This design comes from an exercise in tuning for small area, a short achievable clock period and few clock cycles on the open sky130 flow, not from production work.
Function was checked by simulation only, so behaviour that the tests miss may differ from the original.
Power and IR drop assume default switching activity.

==> job 8834 <==
## hcpu_core
module hcpu_core (
    input  wire        clk,
    input  wire        rst,          
    output reg         mem_req,
    output reg         mem_we,
    output reg  [15:0] mem_addr,
    output reg  [1:0]  mem_size,     
    output reg  [31:0] mem_wdata,
    input  wire        mem_gnt,
    input  wire        mem_rvalid,
    input  wire [31:0] mem_rdata,
    output wire        halted,
    output wire        memfault
);
Settings: LEC_CHECK=0, CAP_MARGIN=20, CORE_MARGIN=2, CORE_UTILIZATION=45, SETUP_SLACK_MARGIN=2.0, SLEW_MARGIN=20; clock period 10.0 ns.
run.sh (not shown) runs the stock make flow with config.mk's settings and CLKGATE_MAP_FILE= SYNTH_SCRIPT=/design/flow/synth_recipe.tcl, a recipe that flattens the netlist after the stock synthesis.
==> inputs of job 1926, as changes to job 8834 <==
--- a/flow/design.v
+++ b/flow/design.v
@@ -69,38 +69,27 @@
     reg [31:0] sp;
     reg        f_store_reg, f_wfi;
     reg        carry;
     reg [15:0] imask, ipend;
     reg [31:0] ir;               
+    reg [7:0]  sel_a;            
+    reg [7:0]  sel_b;            
     reg        ir_v;             
     reg [15:0] pc_x;             
-    reg [16:0] pc_f;             
+    reg [31:0] pc_f;             
     reg        fo;               
-    reg        pc_bad;           
+    reg        skip;             
     reg [2:0]  ld_rd;
     reg [1:0]  ld_size;
     reg        ld_pop;
     reg        ld_over;          
     wire [15:0] hi   = ir[15:0];
     wire [15:0] lo   = ir[31:16];
     wire [4:0]  op   = hi[15:11];
     wire [2:0]  rd   = hi[10:8];
-    wire [2:0]  ra   = hi[7:5];
     wire [2:0]  rb   = hi[4:2];
     wire [1:0]  mode = hi[1:0];
-    function [31:0] rf_read(input [2:0] idx);
-        case (idx)
-            3'd0:    rf_read = 32'd0;
-            3'd1:    rf_read = r1;
-            3'd2:    rf_read = r2;
-            3'd3:    rf_read = r3;
-            3'd4:    rf_read = r4;
-            3'd5:    rf_read = r5;
-            3'd6:    rf_read = sp;
-            default: rf_read = {16'd0, pc_x};
-        endcase
-    endfunction
     function [16:0] inc_at(input [15:0] a, input integer k);
         integer i;
         reg c;
         begin
             c = 1'b1;
@@ -125,20 +114,28 @@
                 sp_step[i] = a[i] ^ c;
                 c = c & (a[i] ^ dec);
             end
         end
     endfunction
-    wire [31:0] op1 = rf_read(ra);
-    reg  [31:0] op2;
+    function [7:0] onehot(input [2:0] i);
+        onehot = 8'd1 << i;
+    endfunction
+    function [31:0] rf_read(input [7:0] s);
+        rf_read = ({32{s[1]}} & r1) | ({32{s[2]}} & r2) | ({32{s[3]}} & r3) |
+                  ({32{s[4]}} & r4) | ({32{s[5]}} & r5) | ({32{s[6]}} & sp) |
+                  ({32{s[7]}} & {16'd0, pc_x});
+    endfunction
+    wire [31:0] op1 = rf_read(sel_a);
+    reg  [31:0] imm;
     always @* begin
         case (mode)
-            2'b00:   op2 = rf_read(rb);
-            2'b01:   op2 = {{29{rb[2]}}, rb};
-            2'b10:   op2 = {{16{lo[15]}}, lo};
-            default: op2 = 32'd0;               
+            2'b01:   imm = {{29{rb[2]}}, rb};
+            2'b10:   imm = {{16{lo[15]}}, lo};
+            default: imm = 32'd0;               
         endcase
     end
+    wire [31:0] op2 = rf_read(sel_b) | imm;
     wire is_mem  = (op[4:3] == 2'b00);
     wire is_alu  = (op >= 5'h0F);
     wire [31:0] alu_y;
     wire        alu_c, alu_valid;
     hcpu_alu u_alu (
@@ -173,19 +170,18 @@
             2'd0:    load_val = {24'd0, mem_rdata[7:0]};
             2'd1:    load_val = {16'd0, mem_rdata[15:0]};
             default: load_val = mem_rdata;
         endcase
     end
-    wire        arrive  = (state == ST_RUN) && fo && mem_rvalid;
+    wire        arrive  = (state == ST_RUN) && fo && mem_rvalid && !skip;
     wire        s_long  = (mem_rdata[1:0] == 2'b10);
     wire [16:0] pf_p2   = inc_at(pc_f[15:0], 1);
     wire [16:0] pf_p4   = inc_at(pc_f[15:0], 2);
     wire [16:0] pf_next = s_long ? pf_p4 : pf_p2;
-    wire        f_over  = (pc_f > 17'h0FFFC);
-    wire        p2_over = (pf_p2 > 17'h0FFFC);
+    wire        f_over  = (pc_f[31:16] != 16'd0) || (pc_f[15:2] == 14'h3FFF && pc_f[1:0] != 2'd0);
     wire irq     = (imask & ipend) != 16'd0;
-    wire can_ex  = (state == ST_RUN) && !pc_bad && !f_wfi && ir_v && (!fo || mem_rvalid);
+    wire can_ex  = (state == ST_RUN) && !f_wfi && ir_v && (!fo || arrive);
     wire ex      = can_ex && !irq;
     wire ex_mem  = ex && is_mem;
     wire ex_go   = ex_mem && acc_ok && mem_gnt;                 
     wire ex_op   = ex && !is_mem;                               
     wire is_mskr = (op == 5'h0B) || (op == 5'h0D);
@@ -194,51 +190,45 @@
     always @* begin
         if (is_mskr)                  res = {31'd0, mask_bit};
         else if (is_alu && alu_valid) res = alu_y;
         else                          res = 32'd0;
     end
-    wire bnz_tk  = (op == 5'h08) && (op1 != 32'd0);
+    wire is_bnz  = (op == 5'h08);
+    wire bnz_tk  = is_bnz && (op1 != 32'd0);
     wire is_halt = (op == 5'h0E);
     wire is_wfi  = (op == 5'h09);
     wire ir_wpc  = (rd == 3'd7) && (sets_sr || f_store_reg) && !(is_mem && !acc_we);
-    wire        wb_ld  = (state == ST_MWAIT) && mem_rvalid;
+    wire        wb_ld  = (state == ST_MWAIT) && mem_rvalid && !skip;
     wire        wb_en  = wb_ld || (ex_op && (sets_sr || f_store_reg)) ||
                          (ex_go && acc_we && f_store_reg);
     wire [2:0]  wb_idx = wb_ld ? ld_rd : rd;
     wire [31:0] wb_val = wb_ld ? load_val : res;
     wire        wb_pc  = wb_en && (wb_idx == 3'd7);
+    wire run_ok = (state == ST_RUN) && !f_wfi && (ir_v || !f_over);
+    wire ready  = !fo || (mem_rvalid && !skip);     
+    wire ir_mem = ir_v && is_mem;
+    wire ir_bnz = ir_v && is_bnz;
+    wire ir_req = !ir_v || (!irq && (is_mem ? acc_ok : !(is_halt || is_wfi || ir_wpc || (is_bnz && skip))));
     always @* begin
         mem_req   = 1'b0;
         mem_we    = 1'b0;
-        mem_addr  = pc_f[15:0];
         mem_size  = 2'd2;
         mem_wdata = op2;
+        if (ir_mem)      mem_addr = acc_addr[15:0];
+        else if (ir_bnz) mem_addr = op2[15:0];    
+        else if (fo)     mem_addr = pf_next[15:0];
+        else             mem_addr = pc_f[15:0];
         case (state)
             ST_RUN: begin
-                if (pc_bad || f_wfi) begin
-                    mem_req = 1'b0;
-                end else if (!ir_v) begin
-                    mem_req  = arrive || !fo;
-                    mem_addr = arrive ? pf_next[15:0] : pc_f[15:0];
-                end else if (can_ex && !irq) begin
-                    if (is_mem) begin
-                        mem_req  = acc_ok;
-                        mem_we   = acc_we;
-                        mem_addr = acc_addr[15:0];
-                        mem_size = acc_size;
-                    end else if (is_halt || is_wfi || ir_wpc) begin
-                        mem_req = 1'b0;
-                    end else if (bnz_tk) begin
-                        mem_req  = 1'b1;
-                        mem_addr = op2[15:0];
-                    end else begin
-                        mem_req  = 1'b1;
-                        mem_addr = arrive ? pf_next[15:0] : pc_f[15:0];
-                    end
-                end
+                mem_req = run_ok && ready && ir_req;
+                mem_we  = ir_mem && acc_we;
+                if (ir_mem) mem_size = acc_size;
+            end
+            ST_MWAIT: begin
+                mem_req  = mem_rvalid && !skip && (ld_rd != 3'd7) && !ld_over;
+                mem_addr = pc_f[15:0];
             end
-            ST_MWAIT: mem_req = mem_rvalid && (ld_rd != 3'd7) && !ld_over;
             ST_DISP: begin
                 mem_req   = 1'b1;
                 mem_we    = 1'b1;
                 mem_addr  = sp[15:0];
                 mem_wdata = {16'd0, (f_wfi ? pc_f[15:0] : pc_x)};
@@ -269,21 +259,22 @@
         else if (wb_en && wb_idx == 3'd6)     sp <= wb_val;
         else if (sp_inc || sp_dec)            sp <= sp_step(sp, state != ST_RUN);
     end
     task automatic take_successor;
         begin
-            ir   <= mem_rdata;
-            ir_v <= 1'b1;
-            pc_x <= pc_f[15:0];
-            pc_f <= pf_next;
+            ir    <= mem_rdata;
+            sel_a <= onehot(mem_rdata[7:5]);
+            sel_b <= (mem_rdata[1:0] == 2'b00) ? onehot(mem_rdata[4:2]) : 8'd0;
+            ir_v  <= 1'b1;
+            pc_x  <= pc_f[15:0];
+            pc_f  <= {15'd0, pf_next};
         end
     endtask
     task automatic jump(input [31:0] t);
         begin
-            ir_v   <= 1'b0;
-            pc_f   <= {1'b0, t[15:0]};
-            pc_bad <= (t > 32'h0000_FFFC);
+            ir_v <= 1'b0;
+            pc_f <= t;
         end
     endtask
     always @(posedge clk) begin
         if (rst) begin
             state       <= ST_RUN;
@@ -291,34 +282,34 @@
             f_wfi       <= 1'b0;
             carry       <= 1'b0;
             imask       <= 16'h0001;
             ipend       <= 16'h0000;
             ir          <= 32'd0;
+            sel_a       <= 8'd0;
+            sel_b       <= 8'd0;
             ir_v        <= 1'b0;
             pc_x        <= 16'd0;
-            pc_f        <= 17'd0;
+            pc_f        <= 32'd0;
             fo          <= 1'b0;
-            pc_bad      <= 1'b0;
+            skip        <= 1'b0;
             ld_rd       <= 3'd0;
             ld_size     <= 2'd0;
             ld_pop      <= 1'b0;
             ld_over     <= 1'b0;
         end else begin
             if (wb_en && (wb_ld || sets_sr)) f_store_reg <= 1'b1;
+            if (mem_rvalid && skip) skip <= 1'b0;
             case (state)
                 ST_RUN: begin
-                    if (pc_bad) begin
-                        state <= ST_HALT;
-                    end else if (f_wfi) begin
-                        if (irq) begin
-                            state <= disp_ok ? ST_DISP : ST_FAULT;
-                        end else begin
-                            pc_f <= pf_p2;
-                            if (p2_over) state <= ST_HALT;
-                        end
+                    if (f_wfi) begin
+                        if (f_over)   state <= ST_HALT;
+                        else if (irq) state <= disp_ok ? ST_DISP : ST_FAULT;
+                        else          pc_f <= {15'd0, pf_p2};
                     end else if (!ir_v) begin
-                        if (arrive) begin
+                        if (f_over) begin
+                            state <= ST_HALT;
+                        end else if (arrive) begin
                             take_successor;
                             fo <= mem_gnt;
                         end else if (!fo) begin
                             fo <= mem_gnt;
                         end
@@ -362,26 +353,31 @@
                             end else if (ir_wpc) begin
                                 jump(wb_val);
                                 fo <= 1'b0;
                             end else if (bnz_tk) begin
                                 jump(op2);
-                                fo <= mem_gnt;
+                                fo <= mem_gnt && !skip;
                             end else if (is_wfi) begin
                                 ir_v <= 1'b0;
                                 fo   <= 1'b0;
                                 if (f_over) state <= ST_HALT;
                             end else begin
                                 if (f_over) state <= ST_HALT;
                                 if (fo) take_successor;
                                 else    ir_v <= 1'b0;
-                                fo <= mem_gnt;
+                                if (is_bnz) begin
+                                    fo <= 1'b0;
+                                    if (mem_gnt && !skip) skip <= 1'b1;
+                                end else begin
+                                    fo <= mem_gnt;
+                                end
                             end
                         end
                     end
                 end
                 ST_MWAIT: begin
-                    if (mem_rvalid) begin
+                    if (mem_rvalid && !skip) begin
                         if (wb_pc) begin
                             jump(load_val);
                         end else if (ld_over) begin
                             state <= ST_HALT;
                         end else begin
@@ -390,11 +386,11 @@
                         if (!ld_over || wb_pc) state <= ST_RUN;
                     end
                 end
                 ST_DISP: begin
                     if (mem_gnt) begin
-                        pc_f  <= {1'b0, IRQ_VECTOR};
+                        pc_f  <= {16'd0, IRQ_VECTOR};
                         ir_v  <= 1'b0;
                         fo    <= 1'b0;
                         f_wfi <= 1'b0;
                         state <= ST_RUN;
                     end
Settings changed: CORE_UTILIZATION 45 to 30, SETUP_SLACK_MARGIN 2.0 to unset.
==> impl_metrics.xml <==
<?xml version="1.0" encoding="UTF-8"?>
<metrics>
  <group name="status">
    <metric name="outcome" unit="">no timing/DRC/antenna violations</metric>
  </group>
  <group name="setup_path">
    <metric name="crit_cells" unit="">15</metric>
    <metric name="setup.worst_path.end" unit="">mem_addr[12]</metric>
  </group>
  <group name="drt">
    <metric name="detail_route.vias_per_cell" unit="">7.17</metric>
    <metric name="vias" unit="">33800</metric>
  </group>
  <group name="yosys">
    <metric name="yosys-mux-area-fraction" unit="%">8.01</metric>
    <metric name="post_synth_and_or_nand_nor_area_fraction" unit="%">24.3</metric>
  </group>
  <group name="floorplanning">
    <metric name="chipWidth" unit="um">255</metric>
    <metric name="die-height" unit="um">255</metric>
  </group>
  <group name="place">
    <metric name="dp_worst_setup_slack" unit="ns">2.05</metric>
  </group>
</metrics>
[end of results for job 8834]
==> impl_metrics.xml <==
<?xml version="1.0" encoding="UTF-8"?>
<metrics>
  <group name="status">
    <metric name="outcome" unit="">no timing/DRC/antenna violations</metric>
  </group>
  <group name="setup_path">
    <metric name="crit_cells" unit="">11</metric>
    <metric name="setup.worst_path.end" unit="">mem_req</metric>
  </group>
  <group name="finish">
    <metric name="inv_count" unit="">53</metric>
    <metric name="seq_area" unit="sq mm">0.00663</metric>
  </group>
  <group name="drt">
    <metric name="detail_route.vias_per_cell" unit="">6.64</metric>
  </group>
  <group name="job">
    <metric name="cap_viol_max_count" unit="">0</metric>
  </group>
  <group name="sta">
    <metric name="timing.final.max_slew_violations" unit="">0</metric>
    <metric name="min_period_over_period" unit="%">73.7</metric>
  </group>
  <group name="floorplanning">
    <metric name="die-height" unit="um">302</metric>
    <metric name="chipWidth" unit="um">302</metric>
  </group>
  <group name="yosys">
    <metric name="post_synth_and_or_nand_nor_area_fraction" unit="%">21.4</metric>
    <metric name="yosys-mux-area-fraction" unit="%">5.53</metric>
  </group>
  <group name="place">
    <metric name="dp_worst_setup_slack" unit="ns">3.30</metric>
  </group>
</metrics>
[end of results for job 1926]
Testbench counts of job 8834, summed over its fixed seeds: cycles 99,984.
Testbench counts of job 1926, summed over its fixed seeds: cycles 102,324.

---

==> inputs of run a <==
Another version of the RTL of hcpu_core (not shown whole).
clock: 10.0 ns
lec_check: 0
cap_margin: 20
core_margin: 2
core_utilization: 30
slew_margin: 20
==> run b (differences from run a) <==
--- a/flow/design.v
+++ b/flow/design.v
@@ -6,14 +6,15 @@
     output reg  [31:0] y,
     output reg         cout,
     output reg         valid
 );
     wire        inv  = (op[1:0] != 2'b00);                   
     wire        ci   = (op[1:0] == 2'b00) ? cin : ((op[1:0] == 2'b01) ? ~cin : 1'b1);
-    wire [32:0] sum  = {1'b0, a} + {1'b0, b ^ {32{inv}}} + {32'd0, ci};
-    wire        eq   = (a == b);
+    wire [31:0] bx   = b ^ {32{inv}};
+    wire [32:0] sum  = {1'b0, a} + {1'b0, bx} + {32'd0, ci};
+    wire        eq   = &(a ^ bx);                            
     wire [4:0]  n    = b[4:0];
     wire        lsl  = (op[3:0] == 4'h7);
     wire [4:0]  s    = lsl ? (5'd0 - n) : n;
     wire [31:0] r0   = s[0] ? {a[0],     a[31:1]}  : a;
     wire [31:0] r1   = s[1] ? {r0[1:0],  r0[31:2]} : r0;
     wire [31:0] r2   = s[2] ? {r1[3:0],  r1[31:4]} : r1;
@@ -95,12 +96,40 @@
             3'd4:    rf_read = r4;
             3'd5:    rf_read = r5;
             3'd6:    rf_read = sp;
             default: rf_read = {16'd0, pc_x};
         endcase
     endfunction
+    function [16:0] inc_at(input [15:0] a, input integer k);
+        integer i;
+        reg c;
+        begin
+            c = 1'b1;
+            for (i = 0; i < 16; i = i + 1) begin
+                if (i < k) begin
+                    inc_at[i] = a[i];
+                end else begin
+                    inc_at[i] = a[i] ^ c;
+                    c = c & a[i];
+                end
+            end
+            inc_at[16] = c;
+        end
+    endfunction
+    function [31:0] sp_step(input [31:0] a, input dec);
+        integer i;
+        reg c;
+        begin
+            sp_step[1:0] = a[1:0];
+            c = 1'b1;
+            for (i = 2; i < 32; i = i + 1) begin
+                sp_step[i] = a[i] ^ c;
+                c = c & (a[i] ^ dec);
+            end
+        end
+    endfunction
     wire [31:0] op1 = rf_read(ra);
     reg  [31:0] op2;
     always @* begin
         case (mode)
             2'b00:   op2 = rf_read(rb);
             2'b01:   op2 = {{29{rb[2]}}, rb};
@@ -133,26 +162,26 @@
     end
     wire acc_ok = (acc_addr[31:16] == 16'd0) &&
                   ((acc_size == 2'd0) ||
                    (acc_size == 2'd1 && acc_addr[15:0] != 16'hFFFF) ||
                    (acc_addr[15:2] != 14'h3FFF) || (acc_addr[1:0] == 2'd0));
     wire disp_ok = (sp[31:16] == 16'd0) && ((sp[15:2] != 14'h3FFF) || (sp[1:0] == 2'd0));
-    wire [15:0] st_d   = acc_addr[15:0] - pc_f[15:0];
-    wire        st_hit = (st_d[15:2] == 14'h0000) || (st_d[15:2] == 14'h3FFF);
+    wire [7:0]  st_d   = acc_addr[7:0] - pc_f[7:0];
+    wire        st_hit = (st_d[7:2] == 6'h00) || (st_d[7:2] == 6'h3F);
     reg [31:0] load_val;
     always @* begin
         case (ld_size)
             2'd0:    load_val = {24'd0, mem_rdata[7:0]};
             2'd1:    load_val = {16'd0, mem_rdata[15:0]};
             default: load_val = mem_rdata;
         endcase
     end
     wire        arrive  = (state == ST_RUN) && fo && mem_rvalid;
     wire        s_long  = (mem_rdata[1:0] == 2'b10);
-    wire [16:0] pf_p2   = {1'b0, pc_f[15:0]} + 17'd2;
-    wire [16:0] pf_p4   = {1'b0, pc_f[15:0]} + 17'd4;
+    wire [16:0] pf_p2   = inc_at(pc_f[15:0], 1);
+    wire [16:0] pf_p4   = inc_at(pc_f[15:0], 2);
     wire [16:0] pf_next = s_long ? pf_p4 : pf_p2;
     wire        f_over  = (pc_f > 17'h0FFFC);
     wire        p2_over = (pf_p2 > 17'h0FFFC);
     wire irq     = (imask & ipend) != 16'd0;
     wire can_ex  = (state == ST_RUN) && !pc_bad && !f_wfi && ir_v && (!fo || mem_rvalid);
     wire ex      = can_ex && !irq;
@@ -235,13 +264,13 @@
     end
     wire sp_inc = ex_go && (op[2:0] == 3'd6);
     wire sp_dec = (wb_ld && ld_pop) || (state == ST_DISP && mem_gnt);
     always @(posedge clk) begin
         if (rst)                              sp <= STACK_BASE;
         else if (wb_en && wb_idx == 3'd6)     sp <= wb_val;
-        else if (sp_inc || sp_dec)            sp <= sp + (sp_dec ? 32'hFFFF_FFFC : 32'd4);
+        else if (sp_inc || sp_dec)            sp <= sp_step(sp, state != ST_RUN);
     end
     task automatic take_successor;
         begin
             ir   <= mem_rdata;
             ir_v <= 1'b1;
             pc_x <= pc_f[15:0];
==> notes.md <==
Status: run a complete, no violations; run b complete, no violations
Critical Path Slowest Stage Cell: run a sky130_fd_sc_hd__dfxtp_4; run b sky130_fd_sc_hd__dfxtp_2
Maximum VDD drop: run a 133 µV; run b 147 µV
Area of all placed cells without fillers: run a 32500 µm²; run b 31600 µm²
Non-filler cells, final: run a 5260; run b 5114
Vias in the first global route: run a 30241; run b 30842
P_int: run a 3.45 mW; run b 3.88 mW
Routed wire length per instance: run a 27.5 µm; run b 31.7 µm
FF-to-FF End: run a pc_bad; run b pc_f[7]
Data-path buffer share of cell area in the final layout: run a 0.0534; run b 0.0612
Most frequent standard cell in the layout excluding fill and tap cells: run a sky130_fd_sc_hd__nand2_1; run b sky130_fd_sc_hd__nor2_1
First-pass GRT wire length: run a 209000 µm; run b 230000 µm
Global-route usage over all layers: run a 0.279; run b 0.318
Max Clock Skew: run a 0.0389 ns; run b 0.0449 ns
First DRT Iteration DRCs: run a 5322; run b 5659
Number of placement rows: run a 114; run b 112
Starting Density: run a 0.302; run b 0.303
Per-cell via count in the routed design: run a 6.33; run b 6.69
Multi-input logic portion of the cell area: run a 0.659; run b 0.648
Worst slew slack as a fraction of its limit: run a 0.100; run b 0.198
Repair and plain buffers: run a 198; run b 218
Area of the multi-input gates: run a 21400 µm²; run b 20500 µm²
Antenna violations before repair: run a 2; run b 6
Total detailed-routing wirelength: run a 145000 µm; run b 162000 µm
Netlist area before placement: run a 29200 µm²; run b 28300 µm²
Testbench counts of run a, summed over its fixed seeds: cycles 99,745.
Testbench counts of run b, summed over its fixed seeds: cycles 99,984.

## static timing again, ports no longer ideal
How much do the figures lean on ideal ports? The routed layouts below were timed once more, with nothing changed but the port constraints. Step 1 assumes that a clkbuf_16 drives the clock port and a buf_2 every other input. Step 2 also shifts input and output timing later by t, the mid clock arrival at the registers, as if the neighbouring blocks saw the same clock. Slacks: ideal / step 1 / step 2; pairs: ideal / step 1.
run | t (ns) | setup slack, ns | hold slack, ns | worst setup path at the end | worst register clock-pin slew, ns
job 8834 | 0.645 | 1.979 / 1.923 / 2.166 | 0.469 / 0.469 / 0.469 | register to register | 0.08 / 0.08
job 1926 | 0.667 | 2.634 / 2.567 / 3.121 | 0.454 / 0.454 / 0.454 | input to output | 0.08 / 0.08
run a | 0.645 | 1.328 / 1.255 / 1.899 | 0.463 / 0.463 / 0.463 | register to output | 0.08 / 0.08
run b | 0.633 | 1.168 / 1.103 / 1.736 | 0.468 / 0.468 / 0.468 | register to output | 0.08 / 0.08
After both steps every run listed still meets setup and hold.
